This is an optimization exercise on Yosys and OpenROAD, whose aim is small area, not a production implementation. Function was checked by simulation only, so behaviour that the tests miss may differ from the original. Power and IR drop assume default switching activity.

--- design/flow/design.v ---
module lcdnut_core (
    input  wire        clk,
    input  wire        rst,             
    input  wire        tick,            
    input  wire [8:0]  cfg_prog_len,    
    input  wire [15:0] cfg_t_half,
    input  wire [15:0] cfg_t_bit,
    input  wire [15:0] cfg_t_poll,
    input  wire [15:0] cfg_t_setup,
    input  wire [15:0] cfg_t_strobe,
    input  wire [15:0] cfg_t_proc,
    input  wire [15:0] cfg_t_pause,
    input  wire [15:0] cfg_t_pwrup,
    input  wire [2:0]  cfg_pin_rs,
    input  wire [2:0]  cfg_pin_e,
    input  wire [2:0]  cfg_pin_rx,
    input  wire [2:0]  cfg_pin_d0,
    input  wire [2:0]  cfg_pin_d1,
    input  wire [2:0]  cfg_pin_d2,
    input  wire [2:0]  cfg_pin_d3,
    input  wire [7:0]  cfg_cmd_8bit,
    input  wire [7:0]  cfg_cmd_4bit,
    input  wire [7:0]  cfg_cmd_func,
    input  wire [7:0]  cfg_cmd_dispon,
    input  wire [7:0]  cfg_cmd_entry,
    input  wire        cfg_oneshot_high,
    output wire [7:0]  prog_addr,
    input  wire [15:0] prog_data,
    output wire [7:0]  rom_addr,
    input  wire [7:0]  rom_data,
    input  wire [7:0]  pin_i,
    output wire [7:0]  pin_o,
    output wire [7:0]  pin_oe,
    output wire        halted,
    output reg         fault,
    output reg  [2:0]  fault_code,
    output reg  [8:0]  fault_pc,
    output reg  [15:0] fault_word
);
    localparam [2:0] F_ILLEGAL   = 3'd1;
    localparam [2:0] F_PC_RANGE  = 3'd2;
    localparam [2:0] F_DIR_OUT   = 3'd3;
    localparam [2:0] F_DIR_IN    = 3'd4;
    localparam [2:0] F_UNWRITTEN = 3'd5;
    localparam [2:0] F_ROM_RANGE = 3'd6;
    localparam [3:0] OP_PINOUT  = 4'h1;
    localparam [3:0] OP_PININ   = 4'h2;
    localparam [3:0] OP_DELAY   = 4'h3;
    localparam [3:0] OP_LCDCMD1 = 4'h4;
    localparam [3:0] OP_LCDCMD  = 4'h5;
    localparam [3:0] OP_LCDCHR  = 4'h6;
    localparam [3:0] OP_LCDCHRR = 4'h7;
    localparam [3:0] OP_LCDSTR  = 4'h8;
    localparam [3:0] OP_LCDINIT = 4'h9;
    localparam [3:0] OP_RXBYTE  = 4'hA;
    localparam [3:0] OP_JMP     = 4'hB;
    localparam [3:0] S_FETCH    = 4'd0;
    localparam [3:0] S_WAIT     = 4'd1;
    localparam [3:0] S_EHI      = 4'd2;    
    localparam [3:0] S_ELO      = 4'd3;    
    localparam [3:0] S_XDONE    = 4'd4;    
    localparam [3:0] S_STR_RD   = 4'd5;    
    localparam [3:0] S_INIT     = 4'd6;    
    localparam [3:0] S_HUNT     = 4'd7;
    localparam [3:0] S_RXSTART  = 4'd8;    
    localparam [3:0] S_RXSAMP   = 4'd9;
    localparam [3:0] S_RXEND    = 4'd10;   
    localparam [3:0] S_RXDONE   = 4'd11;
    localparam [3:0] S_FAULT    = 4'd12;
    localparam [1:0] C_OP   = 2'd0;        
    localparam [1:0] C_STR  = 2'd1;        
    localparam [1:0] C_INIT = 2'd2;        
    reg [3:0]  state;
    reg [3:0]  ret_state;
    reg [15:0] cnt;
    reg [8:0]  pc;
    reg [7:0]  dir;
    reg [7:0]  out;
    reg [7:0]  rxd;
    reg        rxd_valid;
    reg [7:0]  acc;
    reg [2:0]  rxk;
    reg [8:0]  str_addr;
    reg [3:0]  init_step;
    reg [7:0]  xbyte;       
    reg        xtwo;        
    reg        xlow_sent;   
    reg [1:0]  xcont;
    assign prog_addr = pc[7:0];
    assign rom_addr  = str_addr[7:0];
    assign pin_o     = out & dir;
    assign pin_oe    = dir;
    wire [15:0] w    = prog_data;
    wire [3:0]  op   = w[15:12];
    wire [3:0]  fa   = w[11:8];
    wire [7:0]  imm  = w[7:0];
    reg legal;
    always @(*) begin
        case (op)
            OP_PINOUT:  legal = (fa[3] == 1'b0) && (imm[7:1] == 7'd0);
            OP_PININ:   legal = (fa[3] == 1'b0) && (imm == 8'd0);
            OP_DELAY:   legal = (fa <= 4'd5) && (imm == 8'd0);
            OP_LCDCMD1,
            OP_LCDCMD,
            OP_LCDCHR,
            OP_LCDSTR,
            OP_JMP:     legal = (fa == 4'd0);
            OP_LCDCHRR,
            OP_LCDINIT,
            OP_RXBYTE:  legal = (fa == 4'd0) && (imm == 8'd0);
            default:    legal = 1'b0;
        endcase
    end
    reg [15:0] delay_dur;
    always @(*) begin
        case (fa[2:0])
            3'd0:    delay_dur = cfg_t_half;
            3'd1:    delay_dur = cfg_t_bit;
            3'd2:    delay_dur = cfg_t_proc;
            3'd3:    delay_dur = cfg_t_strobe;
            3'd4:    delay_dur = cfg_t_pause;
            default: delay_dur = cfg_t_pwrup;
        endcase
    end
    wire pc_in_range = (pc < cfg_prog_len);
    wire lcd_pins_out = dir[cfg_pin_rs] & dir[cfg_pin_e] &
                        dir[cfg_pin_d0] & dir[cfg_pin_d1] &
                        dir[cfg_pin_d2] & dir[cfg_pin_d3];
    wire rx_level = pin_i[cfg_pin_rx];
    assign halted = (state == S_FETCH) && pc_in_range &&
                    (w == {OP_JMP, 4'd0, pc[7:0]});
    task put_nibble(input [3:0] n);
        begin
            out[cfg_pin_d3] <= n[3];
            out[cfg_pin_d2] <= n[2];
            out[cfg_pin_d1] <= n[1];
            out[cfg_pin_d0] <= n[0];
        end
    endtask
    task start_byte(input rs, input [7:0] b, input two, input [1:0] cont);
        begin
            out[cfg_pin_rs] <= rs;
            if (two || cfg_oneshot_high)
                put_nibble(b[7:4]);
            else
                put_nibble(b[3:0]);
            xbyte     <= b;
            xtwo      <= two;
            xlow_sent <= 1'b0;
            xcont     <= cont;
            cnt       <= cfg_t_setup;
            ret_state <= S_EHI;
            state     <= S_WAIT;
        end
    endtask
    task raise_fault(input [2:0] code, input [15:0] word);
        begin
            fault      <= 1'b1;
            fault_code <= code;
            fault_pc   <= pc;
            fault_word <= word;
            state      <= S_FAULT;
        end
    endtask
    task wait_then(input [15:0] d, input [3:0] nxt);
        begin
            cnt       <= d;
            ret_state <= nxt;
            state     <= S_WAIT;
        end
    endtask
    always @(posedge clk) begin
        if (rst) begin
            state      <= S_FETCH;
            ret_state  <= S_FETCH;
            cnt        <= 16'd0;
            pc         <= 9'd0;
            dir        <= 8'd0;
            out        <= 8'd0;
            rxd        <= 8'd0;
            rxd_valid  <= 1'b0;
            acc        <= 8'd0;
            rxk        <= 3'd0;
            str_addr   <= 9'd0;
            init_step  <= 4'd0;
            xbyte      <= 8'd0;
            xtwo       <= 1'b0;
            xlow_sent  <= 1'b0;
            xcont      <= C_OP;
            fault      <= 1'b0;
            fault_code <= 3'd0;
            fault_pc   <= 9'd0;
            fault_word <= 16'd0;
        end else begin
            case (state)
                S_FETCH: begin
                    if (!pc_in_range) begin
                        raise_fault(F_PC_RANGE, 16'h0000);
                    end else if (!legal) begin
                        raise_fault(F_ILLEGAL, w);
                    end else begin
                        case (op)
                            OP_PINOUT: begin
                                dir[fa[2:0]] <= 1'b1;
                                out[fa[2:0]] <= imm[0];
                                pc <= pc + 9'd1;
                            end
                            OP_PININ: begin
                                dir[fa[2:0]] <= 1'b0;
                                pc <= pc + 9'd1;
                            end
                            OP_DELAY: begin
                                pc <= pc + 9'd1;
                                wait_then(delay_dur, S_FETCH);
                            end
                            OP_LCDCMD1: begin
                                if (!lcd_pins_out) raise_fault(F_DIR_OUT, w);
                                else start_byte(1'b0, imm, 1'b0, C_OP);
                            end
                            OP_LCDCMD: begin
                                if (!lcd_pins_out) raise_fault(F_DIR_OUT, w);
                                else start_byte(1'b0, imm, 1'b1, C_OP);
                            end
                            OP_LCDCHR: begin
                                if (!lcd_pins_out) raise_fault(F_DIR_OUT, w);
                                else start_byte(1'b1, imm, 1'b1, C_OP);
                            end
                            OP_LCDCHRR: begin
                                if (!rxd_valid) raise_fault(F_UNWRITTEN, w);
                                else if (!lcd_pins_out) raise_fault(F_DIR_OUT, w);
                                else start_byte(1'b1, rxd, 1'b1, C_OP);
                            end
                            OP_LCDSTR: begin
                                if (!lcd_pins_out) raise_fault(F_DIR_OUT, w);
                                else begin
                                    str_addr <= {1'b0, imm};
                                    state    <= S_STR_RD;
                                end
                            end
                            OP_LCDINIT: begin
                                if (!lcd_pins_out) raise_fault(F_DIR_OUT, w);
                                else begin
                                    init_step <= 4'd0;
                                    wait_then(cfg_t_pwrup, S_INIT);
                                end
                            end
                            OP_RXBYTE: begin
                                if (dir[cfg_pin_rx]) raise_fault(F_DIR_IN, w);
                                else begin
                                    rxd_valid <= 1'b0;
                                    state     <= S_HUNT;
                                end
                            end
                            default: begin  
                                pc <= {1'b0, imm};
                            end
                        endcase
                    end
                end
                S_WAIT: begin
                    if (cnt == 16'd0)
                        state <= ret_state;
                    else if (tick)
                        cnt <= cnt - 16'd1;
                end
                S_EHI: begin
                    out[cfg_pin_e] <= 1'b1;
                    wait_then(cfg_t_strobe, S_ELO);
                end
                S_ELO: begin
                    out[cfg_pin_e] <= 1'b0;
                    wait_then(cfg_t_proc, S_XDONE);
                end
                S_XDONE: begin
                    if (xtwo && !xlow_sent) begin
                        put_nibble(xbyte[3:0]);
                        xlow_sent <= 1'b1;
                        wait_then(cfg_t_setup, S_EHI);
                    end else begin
                        case (xcont)
                            C_STR: begin
                                str_addr <= str_addr + 9'd1;
                                state    <= S_STR_RD;
                            end
                            C_INIT: begin
                                init_step <= init_step + 4'd1;
                                state     <= S_INIT;
                            end
                            default: begin
                                pc    <= pc + 9'd1;
                                state <= S_FETCH;
                            end
                        endcase
                    end
                end
                S_STR_RD: begin
                    if (str_addr[8]) begin
                        raise_fault(F_ROM_RANGE, w);
                    end else if (rom_data == 8'd0) begin
                        pc    <= pc + 9'd1;
                        state <= S_FETCH;
                    end else begin
                        start_byte(1'b1, rom_data, 1'b1, C_STR);
                    end
                end
                S_INIT: begin
                    case (init_step)
                        4'd0, 4'd1, 4'd2: start_byte(1'b0, cfg_cmd_8bit,   1'b0, C_INIT);
                        4'd3:             start_byte(1'b0, cfg_cmd_4bit,   1'b0, C_INIT);
                        4'd4:             start_byte(1'b0, cfg_cmd_func,   1'b1, C_INIT);
                        4'd5:             start_byte(1'b0, cfg_cmd_dispon, 1'b1, C_INIT);
                        4'd6:             start_byte(1'b0, cfg_cmd_entry,  1'b1, C_INIT);
                        default: begin
                            pc    <= pc + 9'd1;
                            state <= S_FETCH;
                        end
                    endcase
                end
                S_HUNT: begin
                    if (rx_level)
                        wait_then(cfg_t_poll, S_HUNT);
                    else
                        wait_then(cfg_t_half, S_RXSTART);
                end
                S_RXSTART: begin
                    rxk <= 3'd0;
                    wait_then(cfg_t_bit, S_RXSAMP);
                end
                S_RXSAMP: begin
                    acc[rxk] <= rx_level;
                    rxk      <= rxk + 3'd1;
                    if (rxk == 3'd7)
                        wait_then(cfg_t_bit, S_RXEND);
                    else
                        wait_then(cfg_t_bit, S_RXSAMP);
                end
                S_RXEND: begin
                    wait_then(cfg_t_half, S_RXDONE);
                end
                S_RXDONE: begin
                    rxd       <= acc;
                    rxd_valid <= 1'b1;
                    pc        <= pc + 9'd1;
                    state     <= S_FETCH;
                end
                default: begin  
                end
            endcase
        end
    end
endmodule
--- design/flow/constraint.sdc ---
create_clock -name core_clock -period 10.0 [get_ports {clk}]
set_input_delay 2.0000 -clock core_clock [delete_from_list [all_inputs] [get_ports {clk}]]
set_output_delay 2.0000 -clock core_clock [all_outputs]
set_load 0.01 [all_outputs]
--- design/flow/run.sh ---
#!/bin/bash
# synth_recipe.tcl (not shown) runs the flow's synth.tcl, then flattens the netlist and writes it again
# the make line also repeats each setting of config.mk as NAME=value (left out here)
make -C /OpenROAD-flow-scripts/flow DESIGN_CONFIG=/design/flow/config.mk WORK_HOME=/design/flow/orfs CLKGATE_MAP_FILE= SYNTH_SCRIPT=/design/flow/synth_recipe.tcl finish
--- design/flow/config.mk ---
export PLATFORM = sky130hd
export DESIGN_NAME = lcdnut_core
export DESIGN_NICKNAME = lcdnut_core
export VERILOG_FILES = /design/flow/design.v
export SDC_FILE = /design/flow/constraint.sdc
export NUM_CORES = 4
export LEC_CHECK = 0
export CAP_MARGIN = 20
export CORE_MARGIN = 2
export CORE_UTILIZATION = 40
export SLEW_MARGIN = 20
==> out/results.ini <==
[setup_path]
critical_path_class=in2out
r2r_slack_ps=6310
reg2reg_to=cnt[8]
crit_fanout=17
crit_slowest_cell=clkdlybuf4s50_1
startpoint_type=primary input
cpMostUsedCell=clkdlybuf4s50_1
worstReg2RegStart=state[1]
path_buf_inv=2
cp-end-kind=output pin
critPathMaxStageDelay_ps=830
critical-path-top-delay-family=buffers and inverters
path_cells=clkdlybuf4s50_1 > and2_1 > nand3_1 > nor4_1 > nand4_1 > nor2_1 > clkdlybuf4s50_1
cp.arrival_ps=4570
worstPathRequired_ps=8000
r2r_cells=8

[sta]
tightest_slew_ps=1110
slew_viol_final=0
finalCriticalPeriod_ps=6570
post-route-period-util_pct=65.7
rsz0062_at_grt=false
final-hold-violation-count=0
relSlewSlack_pct=25.5
setup_viol=0
hold-worst-slack_ps=460
finalClockSkew_ps=18.8
max_freq_mhz=152
fin_setup_tns_ps=0

[drt]
drtIter0Drc=2773
wl_per_cell_um=28.6
totalWireLength_um=77400
vias_per_cell=7.02
ant_nets=0
drc=0
vias=19000
dr.pass1.iters=9

[yosys]
synthTopCellsByCount=203 x a21oi_1, 202 x nand2_1, 175 x clkbuf_1
yosys_warnings=1
ys_ff_latch=119
synth_edf_count=0
synth_top_area_share_pct=16.4
yosysMostFrequentCell=a21oi_1
yosysSeqAreaShare_pct=16.4
netlist_top_cells_area=dfxtp_1 16%, a21oi_1 7.0%, a22oi_1 5.3%, nand2_1 5.2%, ha_1 4.7%
async_flop_share_pct=0
syn_inst=2076
syn_area_um2=14500
synthDistinctLibCells=87
synth_top_area_cell=dfxtp_1
syn_nets=2365
ys.flop_type=dfxtp_1
syn_area_per_cell_um2=7.00

[die]
io-pin-count=296
num_rows=69
core_um2=35700
die_x_um=195
dieArea_um2=37900
start_util_pct=40.8
die_h_um=195

[finish]
drive_gt1_share_pct=6.42
area_growth_pct=25.4
fill_cells=3583
finalCoreUtilization_pct=51.1
fin_nets=2520
antenna_cells=0

[clock_network]
clkSinkCount=119
hold_buffers=0
cts_resized=0
root_buffer=clkbuf_16
clk_latency_ps=440
clk_path_buf_depth=2
cts_buffers=17
post-cts-setup-buffers=0
cts_max_level=4
cts_tree=built
path_clk_slew_ps=60

[run_status]
status=timing/DRC/antenna clean

[grt]
grtUsageTotal_pct=39.5
antenna_found_initial=0
grt_max_degree=73
gr-total-overflow=0
grt_pass1_vias=18000
grt_pass1_wl_um=115000

[power]
ir_drop_mv=0.147
leakage_nw=6.37
powerDensity_nw_per_um2=190

[placement]
hpwl_um=56500
globalplace.congestion=1.05
port_buffers=295

[hold_path]
hold_end=rxd[3]
hp-start=acc[3]
hp-class=reg2reg
hold_depth=2

[run]
cap_violations=0

[per-stage QoR]
step | instances | area (um^2) | power [W] | setup WS, ps
2_1_floorplan | 2076 | 14500 | 0.00206 | 4750
3_3_place_gp | 2673 | 17700 | 0.00277 | 3460
3_5_place_dp | 2673 | 17700 | 0.00278 | 3460
4_1_cts | 2705 | 18200 | 0.00340 | 3450
5_1_grt | 2705 | 18200 | 0.00366 | 3210
6_report | 2705 | 18200 | 0.00346 | 3430
[registers in the layout, summed over array words and instances (netlist names), named ones only]
signal	cells
cnt	16
xcont	2
pc	9
rxd_valid	1
rxk	3
str_addr	9
init_step	4
fault	1
xtwo	1
out	8
rxd	8
state	4
ret_state	4
fault_code	3
fault_pc	9
fault_word	16
xlow_sent	1
acc	8
xbyte	4
[per-layer routing]
| layer | vias to the layer above | track usage [%] | share of wire (%) |
|---|---|---|---|
| li1 | 8352 | - | - |
| met1 | 8990 | 53.4 | 41 |
| met2 | 1366 | 58.6 | 42 |
| met3 | 270 | 9.34 | 11 |
| met4 | 0 | 19.7 | 5.4 |
| met5 | - | 0 | 0 |
[final cells by class]
class / instances / area [um^2] / share of cell area [%]
multi-input combinational: 1681 / 11100 / 60.9
timing repair buffer: 354 / 3390 / 18.6
sequential: 119 / 2380 / 13.1
tap: 461 / 577 / 3.16
clock buffer: 17 / 425 / 2.33
inverter: 58 / 218 / 1.19
clock inverter: 15 / 134 / 0.735
[kinds of logic (layout without fill, tap and decap cells)]
| group | count (synthesis) | after routing | synth area share (%) |
|---|---|---|---|
| AO/OA/AOI/OAI | 872 | 872 | 41.9 |
| XOR/XNOR | 36 | 36 | 2.17 |
| adder cells (fa/ha/maj) | 55 | 55 | 4.74 |
| buffers and inverters | 276 | 444 | 7.74 |
| flip-flops | 119 | 119 | 16.4 |
| multiplexers | 56 | 56 | 4.82 |
| AND/OR/NAND/NOR | 662 | 662 | 22.2 |
[cell usage in the layout, fill, tap and decap left out, types with 34 or more instances in the layout]
master | Yosys | routed
ha_1 | 55 | 55
a222oi_1 | 40 | 40
inv_1 | 58 | 58
buf_4 | 17 | 60
dfxtp_1 | 119 | 119
o21ai_0 | 126 | 125
a21oi_1 | 203 | 202
clkdlybuf4s50_1 | 0 | 294
mux2i_1 | 40 | 40
a221oi_1 | 38 | 38
nor2_1 | 154 | 153
a22oi_1 | 102 | 102
o211ai_1 | 34 | 34
nor3_1 | 44 | 39
nand3_1 | 66 | 66
nand2_1 | 202 | 202
a31oi_1 | 35 | 35
a211oi_1 | 41 | 40
[power breakdown]
group	internal [W]	switching [W]
Clock	0.000327	0.000284
Sequential	0.000600	0.000181
Combinational	0.000832	0.00124
[worst max-delay path by stage]
stage,from,end,cells past startpoint
floorplan,prog_data[12],halted,7
global placement,prog_data[8],halted,9
detailed placement,prog_data[8],halted,9
CTS,prog_data[8],halted,9
global route,prog_data[12],halted,7
finish,prog_data[12],halted,7
[worst min-delay path, delay by kind of cell (launching register included)]
kind	cells	cell delay, ps
and+or+nand+nor	1	50
DFF	1	310
AOI/OAI and AO/OA	1	50

[static timing again, ports no longer ideal]
No port has a modelled driver above. Below, the same layout with a new extraction and two added sets of constraints.
Step 1 (the two cells are an assumption about what drives the block):
set clk [get_ports {clk}]
set_driving_cell -lib_cell sky130_fd_sc_hd__clkbuf_16 $clk
set_driving_cell -lib_cell sky130_fd_sc_hd__buf_2 [delete_from_list [all_inputs] $clk]
Step 2 times the ports against the registers' clock, not the clock port: input delays grow and output delays shrink by t, the midpoint of the rising clock arrivals with the driver on.
Slacks: ideal ports / drivers / drivers and shift; pairs: ideal ports / drivers.
shift t [ns]: 0.493
setup WS [ns]: 3.429 / 3.397 / 3.397
worst setup path after step 2: input to output
pins driven straight from the clock port: 1
After both steps this run still meets setup and hold. For this run, drivers alone change the setup slack by -0.032 ns; drivers and shift together by -0.032 ns.
